Background: an optimization exercise with open tools, aiming at small area, a short achievable clock period and few clock cycles per item. Do not read the settings as production practice. RTL that was checked went through simulation tests only; none was proved equivalent to the original. Power and IR drop assume default switching activity.

juniper:
## cptv_decoder
module cptv_decoder (
    input  wire        clk,
    input  wire        rst,           
    input  wire        cmd_valid,
    output wire        cmd_ready,
    input  wire [4:0]  cmd_width,     
    input  wire [15:0] cmd_count,     
    input  wire        cmd_hist,      
    output reg         cmd_err,       
    input  wire        in_valid,
    output wire        in_ready,
    input  wire [31:0] in_data,
    input  wire        h_valid,
    output wire        h_ready,
    input  wire [15:0] h_data,
    output reg         out_valid,
    input  wire        out_ready,
    output reg  [15:0] out_data,
    output reg         out_last
);
    reg        idle;          
    reg        chk;           
    reg        dec;           
    reg        hist;
    reg [3:0]  wm1;           
    reg [15:0] sl;            
    reg        last_q;        
    reg        last2_q;       
    reg [15:0] hq0, hq1, hq2, hq3;    
    reg [2:0]  hc;                    
    reg [3:0]  q;             
    reg [4:0]  e;             
    reg        pop_q;         
    reg [1:0]  k2;            
    reg [4:0]  eb;            
    reg        popb;
    reg [1:0]  k2b;
    reg        in_rdy;
    reg [15:0] rr;            
    reg        r_valid, r_last;
    reg [15:0] acc;           
    reg        a_valid, a_last;
    reg [15:0] hb;            
    reg        hbv;
  ...
Size in the first run: roughly 12000 µm² of cells after synthesis.
==> flow/config.mk <==
export PLATFORM = sky130hd
export DESIGN_NAME = cptv_decoder
export DESIGN_NICKNAME = cptv_decoder
export VERILOG_FILES = /design/flow/design.v
export SDC_FILE = /design/flow/constraint.sdc
export NUM_CORES = 4
export LEC_CHECK = 0
export CAP_MARGIN = 20
export CORE_MARGIN = 2
export CORE_UTILIZATION = 40
export CTS_CLUSTER_DIAMETER = 80
export CTS_CLUSTER_SIZE = 40
export SETUP_SLACK_MARGIN = 4.57
export SLEW_MARGIN = 20
==> flow/constraint.sdc <==
create_clock -name core_clock -period 7.0 [get_ports {clk}]
set_input_delay 1.4000 -clock core_clock [delete_from_list [all_inputs] [get_ports {clk}]]
set_output_delay 1.4000 -clock core_clock [all_outputs]
set_load 0.01 [all_outputs]
standard.sh (not shown) runs the stock make flow with config.mk's settings and CLKGATE_MAP_FILE= SYNTH_SCRIPT=/design/flow/synth_recipe.tcl, a recipe that flattens the netlist after the stock synthesis.
==> flow/flow/run.sh <==
#!/bin/bash
# The standard layout (the standard.sh, all steps), with the port
# buffers that global placement inserts made sky130_fd_sc_hd__buf_2 cells
# instead of the flow's default choice.  Every port still gets its buffer.
set -e
export BUFFER_PORTS_ARGS="-buffer_cell sky130_fd_sc_hd__buf_2"
bash standard.sh > standard.log 2>&1
juniper was carried through to the last stage, and its layout satisfied the timing, design-rule and antenna checks.
Testbench counts of juniper, summed over its fixed seeds: cycles 246,500, samples 246,004.
## Diff of input files: xenon against juniper
Settings: SETUP_SLACK_MARGIN: 4.57 -> 4.6.
--- a/flow/flow/run.sh
+++ b/flow/flow/run.sh
@@ -3 +3 @@
-# buffers that global placement inserts made sky130_fd_sc_hd__buf_2 cells
+# buffers that global placement inserts made sky130_fd_sc_hd__buf_1 cells
@@ -6 +6 @@
-export BUFFER_PORTS_ARGS="-buffer_cell sky130_fd_sc_hd__buf_2"
+export BUFFER_PORTS_ARGS="-buffer_cell sky130_fd_sc_hd__buf_1"
Findings:
In the metrics for xenon and juniper, the one carrying the lower ratio of cells with drive above 1 in the final layout is xenon. Diff xenon..juniper | post-synthesis instance area | unchanged. Comparing xenon against juniper, there is no change at all in count of mapped cells out of synthesis. Power: xenon vs juniper, no meaningful difference. Diff juniper -> xenon: via count went down by about 0.9%, sequential share of layout area was more or less identical, clock skew went down by 0.013 ns.
--- input diff xenon..amber ---
Settings: a change of SETUP_SLACK_MARGIN from 4.6 to 4.42.
[summary]
- Looking at critical path arrival, amber sits above xenon.
- The final design instance area without fill in xenon is 1.06 times that in amber.
- xenon → amber: worst setup slack decreased by 0.11 ns relative to the old numbers; first-iteration DRC count decreased by about 16% relative to the old numbers.
- amber was carried through to the last stage, and its layout satisfied the timing, design-rule and antenna checks.
The following lists how nickel was set up differently from amber:
Settings: SETUP_SLACK_MARGIN: 4.42 -> 4.4.
==> flow/run.sh (new file) <==
#!/bin/bash
# synth_recipe.tcl (not shown) runs the flow's synth.tcl, then flattens the netlist and writes it again
# the make line also repeats each setting of config.mk as NAME=value (left out here)
make -C /OpenROAD-flow-scripts/flow DESIGN_CONFIG=/design/flow/config.mk WORK_HOME=/design/flow/orfs CLKGATE_MAP_FILE= SYNTH_SCRIPT=/design/flow/synth_recipe.tcl finish
removed: flow/flow/run.sh
removed: flow/standard.sh
Notes after the runs:
Going from amber to nickel, share of the core filled with cells grows by 2.2 points.
Routed length per placed instance in nickel is 0.15 µm above amber.
Final cell area: nickel above amber
Going from amber to nickel, the detailed-route vias per instance was found to have gone up by 0.38%.
Remaining max-slew budget at the tightest pin for nickel: 0.84 points down relative to amber
[nickel vs amber] sequential share of layout area: lower in nickel
amber has higher first-iteration DRC count than nickel.
Going from amber to nickel, leakage power grew by 6.7%; reg-to-reg setup timing slack moved up.

* * *

The RTL this note starts from:
==> flow/design.v <==
module cptv_decoder (
    input  wire        clk,
    input  wire        rst,           
    input  wire        cmd_valid,
    output wire        cmd_ready,
    input  wire [4:0]  cmd_width,     
    input  wire [15:0] cmd_count,     
    input  wire        cmd_hist,      
    output reg         cmd_err,       
    input  wire        in_valid,
    output wire        in_ready,
    input  wire [31:0] in_data,
    input  wire        h_valid,
    output wire        h_ready,
    input  wire [15:0] h_data,
    output reg         out_valid,
    input  wire        out_ready,
    output reg  [15:0] out_data,
    output reg         out_last
);
    reg        idle;          
    reg        chk;           
    reg        dec;           
    reg        hist;
    reg [3:0]  wm1;           
    reg [15:0] sl;            
    reg        last_q;        
    reg        last2_q;       
    reg [15:0] hq0, hq1, hq2, hq3;    
    reg [2:0]  hc;                    
    reg [3:0]  q;             
    reg [4:0]  e;             
    reg        pop_q;         
    reg [1:0]  k2;            
    reg [4:0]  eb;            
    reg        popb;
    reg [1:0]  k2b;
    reg        in_rdy;
    reg [15:0] rr;            
    reg        r_valid, r_last;
    reg [15:0] acc;           
    reg        a_valid, a_last;
    reg [15:0] hb;            
    reg        hbv;
    reg        h_rdy;
    reg        sk_valid;      
    reg [15:0] sk_data;
    reg        sk_last;
    assign cmd_ready = idle;
    assign in_ready  = in_rdy;
    assign h_ready   = h_rdy;
    wire cmd_ok   = (cmd_width != 5'd0) && (!cmd_width[4] || cmd_width[3:0] == 4'd0) &&
                    (cmd_count != 16'd0);
    wire cmd_fire = cmd_valid && idle;
    wire have = (hc != 3'd0) && (!e[4] || hc[2] || hc[1]);
    wire s2 = a_valid && (!hist || hbv) && !sk_valid;   
    wire s1 = r_valid && (!a_valid || s2);              
    wire s0 = dec && have && (!r_valid || s1);          
    wire [30:0] cat  = {hq0, hq1[15:1]};                
    wire [45:0] catx = {15'd0, cat} << e;
    wire [15:0] raw  = catx[45:30];                     
    wire        sign = hq0[~q];                         
    reg  [15:0] resid;
    integer j;
    always @(*)
        for (j = 0; j < 16; j = j + 1)
            resid[j] = (j <= wm1) ? raw[j] : sign;
    wire [15:0] sample = acc + hb;
    wire out_free = !out_valid || out_ready;
    wire       pop   = s0 && pop_q;
    wire       lastc = s0 && last_q;
    wire       sl_is3 = (sl == 16'd3);
    wire [4:0] ea   = chk ? {1'b0, wm1} : eb;
    wire       pa   = chk ? (wm1 == 4'd15) : popb;
    wire [5:0] u    = {1'b0, ea} + {2'b0, wm1} + 6'd1;             
    wire [4:0] e1   = pa ? u[4:0] - 5'd16 : u[4:0];
    wire [6:0] v    = {2'b0, ea} + {2'b0, wm1, 1'b0} + 7'd2;       
    wire [6:0] v1   = pa ? v - 7'd16 : v;                          
    wire [1:0] k21  = v1[5:4];
    wire       pop1 = (e1 >= 5'd15);
    wire       push = in_valid && in_rdy;
    wire [2:0] hcp  = hc - {2'b0, pop};                 
    wire       dec_n  = dec && !lastc;
    wire [2:0] hc_0   = lastc ? 3'd0 : hcp;               
    wire [2:0] hc_1   = lastc ? 3'd0 : hcp + 3'd2;        
    wire [1:0] reach_s = last2_q ? {1'b0, eb[4]} : k2b;    
    wire [1:0] reach_h = last_q  ? {1'b0, e[4]}  : k2;     
    wire [2:0] hc_s    = hc - {2'b0, pop_q};
    wire in_rdy_s0 = dec && !last_q && (hc_s <= {1'b0, reach_s});
    wire in_rdy_s1 = dec && !last_q && (hc_s + 3'd2 <= {1'b0, reach_s});
    wire in_rdy_h0 = dec && (hc <= {1'b0, reach_h});
    wire in_rdy_h1 = dec && (hc + 3'd2 <= {1'b0, reach_h});
    wire in_rdy_n = s0 ? (push ? in_rdy_s1 : in_rdy_s0) : (push ? in_rdy_h1 : in_rdy_h0);
    wire r_valid_n = s0 || (r_valid && !s1);
    wire a_valid_n = s1 || (a_valid && !s2);
    wire hbv_n     = (h_valid && h_rdy) || (hbv && !(s2 && hist));
    wire sk_valid_n = sk_valid ? !out_free : (s2 && !out_free);
    wire owed_a   = a_valid_n || r_valid_n || dec_n;     
    wire owed_b   = r_valid_n || dec_n;                   
    wire h_rdy_n  = hist &&
                    (hbv_n ? (a_valid_n && !sk_valid_n && owed_b) : owed_a);
    always @(posedge clk) begin
        if (rst) begin
            idle      <= 1'b1;
            chk       <= 1'b0;
            dec       <= 1'b0;
            hc        <= 3'd0;
            in_rdy    <= 1'b0;
            r_valid   <= 1'b0;
            a_valid   <= 1'b0;
            hbv       <= 1'b0;
            h_rdy     <= 1'b0;
            sk_valid  <= 1'b0;
            out_valid <= 1'b0;
            cmd_err   <= 1'b0;
        end else begin
            cmd_err   <= cmd_fire && !cmd_ok;
            chk       <= cmd_fire;
            hc        <= push ? hc_1 : hc_0;
            r_valid   <= r_valid_n;
            a_valid   <= a_valid_n;
            hbv       <= hbv_n;
            sk_valid  <= sk_valid_n;
            if (idle) begin
                idle   <= !cmd_valid;
                in_rdy <= 1'b0;
                h_rdy  <= 1'b0;
            end else if (chk) begin
                idle   <= cmd_err;
                dec    <= !cmd_err;
                in_rdy <= !cmd_err;
                h_rdy  <= !cmd_err && hist;
            end else begin
                idle   <= s2 && a_last;
                dec    <= dec_n;
                in_rdy <= in_rdy_n;
                h_rdy  <= h_rdy_n;
            end
            if (out_free)
                out_valid <= sk_valid || s2;
        end
    end
    always @(posedge clk) begin
        if (idle) begin
            hist   <= cmd_hist;
            wm1    <= cmd_width[3:0] - 4'd1;
            sl     <= cmd_count;
            last_q <= (cmd_count == 16'd1);
            last2_q <= (cmd_count == 16'd2);
        end else if (s0) begin
            sl     <= sl - 16'd1;
            last_q <= last2_q;
            last2_q <= sl_is3;
        end
        if (chk) begin
            q     <= 4'd0;
            e     <= {1'b0, wm1};
            pop_q <= (wm1 == 4'd15);
            k2    <= {1'b0, wm1[3]};                    
        end else if (s0) begin
            q     <= e[3:0] + 4'd1;
            e     <= eb;
            pop_q <= popb;
            k2    <= k2b;
        end
        if (chk || s0) begin
            eb    <= e1;
            popb  <= pop1;
            k2b   <= k21;
        end
        if (pop || hc == 3'd0)
            hq0 <= (hc >= 3'd2) ? hq1 : in_data[31:16];
        if (pop || hc <= 3'd1)
            hq1 <= (hc >= 3'd3) ? hq2 :
                   (hc == 3'd2 || (hc == 3'd1 && !pop)) ? in_data[31:16] : in_data[15:0];
        if (pop || hc <= 3'd2)
            hq2 <= (hc >= 3'd4) ? hq3 :
                   (hc == 3'd3 || (hc == 3'd2 && !pop)) ? in_data[31:16] : in_data[15:0];
        if (pop || hc <= 3'd3)
            hq3 <= in_data[15:0];
        if (s0) begin
            rr     <= resid;
            r_last <= last_q;
        end
        if (chk)
            acc <= 16'd0;
        else if (s1)
            acc <= acc + rr;
        if (s1)
            a_last <= r_last;
        if (!hbv || (s2 && hist))
            hb <= h_data & {16{hist}};
        if (out_free) begin
            if (sk_valid) begin
                out_data <= sk_data;
                out_last <= sk_last;
            end else begin
                out_data <= sample;
                out_last <= a_last;
            end
        end else if (!sk_valid) begin
            sk_data <= sample;
            sk_last <= a_last;
        end
    end
endmodule
export LEC_CHECK = 0
export CAP_MARGIN = 20
export CORE_MARGIN = 2
export CORE_UTILIZATION = 40
export CTS_CLUSTER_DIAMETER = 80
export CTS_CLUSTER_SIZE = 40
export SETUP_SLACK_MARGIN = 4.55
export SLEW_MARGIN = 20
create_clock -name core_clock -period 7.0 [get_ports {clk}]
run.sh (not shown) runs the stock make flow with config.mk's settings and CLKGATE_MAP_FILE= SYNTH_SCRIPT=/design/flow/synth_recipe.tcl, a recipe that flattens the netlist after the stock synthesis.
Stock flow here: none of the scripts above is used.
The first run completed with no timing, DRC or antenna violations.
Then changed:
==> flow/flow/run.sh (new file) <==
#!/bin/bash
# The standard layout (the standard.sh, all steps), with the port
# buffers that global placement inserts made sky130_fd_sc_hd__buf_1 cells
# instead of the flow's default choice.  Every port still gets its buffer.
set -e
export BUFFER_PORTS_ARGS="-buffer_cell sky130_fd_sc_hd__buf_1"
bash standard.sh > standard.log 2>&1
==> flow/standard.sh (new file) <==
#!/bin/bash
# synth_recipe.tcl (not shown) runs the flow's synth.tcl, then flattens the netlist and writes it again
# the make line also repeats each setting of config.mk as NAME=value (left out here)
make -C /OpenROAD-flow-scripts/flow DESIGN_CONFIG=/design/flow/config.mk WORK_HOME=/design/flow/orfs CLKGATE_MAP_FILE= SYNTH_SCRIPT=/design/flow/synth_recipe.tcl "${@:-finish}"
--- a/flow/config.mk
+++ b/flow/config.mk
@@ -13 +13 @@
-export SETUP_SLACK_MARGIN = 4.55
+export SETUP_SLACK_MARGIN = 4.47
removed: flow/run.sh
What happened: The new run produced a clean layout; final cell count drops by 1.2%; wire length drops by 5.0%; register-to-register slack degrades by 0.03 ns.
No run of this note included a check of the RTL's function; only the layout flow was run.

separate check: timing with driven ports:
The flow's constraints put no driver on any port. The routed layouts listed below were extracted and timed again, unchanged, in two steps.
Step 1 sets driving cells, clkbuf_16 on the clock port and buf_2 on the other inputs (assumed; they add their load-dependent delay and slew).
Step 2 adds t to the input delays and takes it off the output delays; t is the mean of the earliest and latest rising clock arrival at the registers after step 1. Input paths then give back, and output paths get back, about the clock's delay inside the block.
Three values: no drivers, after step 1, after step 2; two values: the first two.
run	shift t [ns]	setup WS [ns]	worst setup path after step 2	slew at the worst register clock pin (ns)
juniper	0.523	4.580 / 4.533 / 4.254	input to register	0.11 / 0.11
xenon	0.530	4.600 / 4.551 / 4.229	input to register	0.10 / 0.10
amber	0.522	4.489 / 4.474 / 4.152	input to register	0.12 / 0.12
nickel	0.524	4.450 / 4.402 / 3.983	input to register	0.12 / 0.12
the first run of note 2	0.552	4.492 / 4.438 / 4.129	input to register	0.11 / 0.11
the second run of note 2	0.541	4.488 / 4.468 / 4.359	input to register	0.11 / 0.11
After both steps every run listed still meets setup and hold. The setup slack of nickel, which loses most, moves by -0.048 ns with the drivers and by -0.467 ns with both steps.
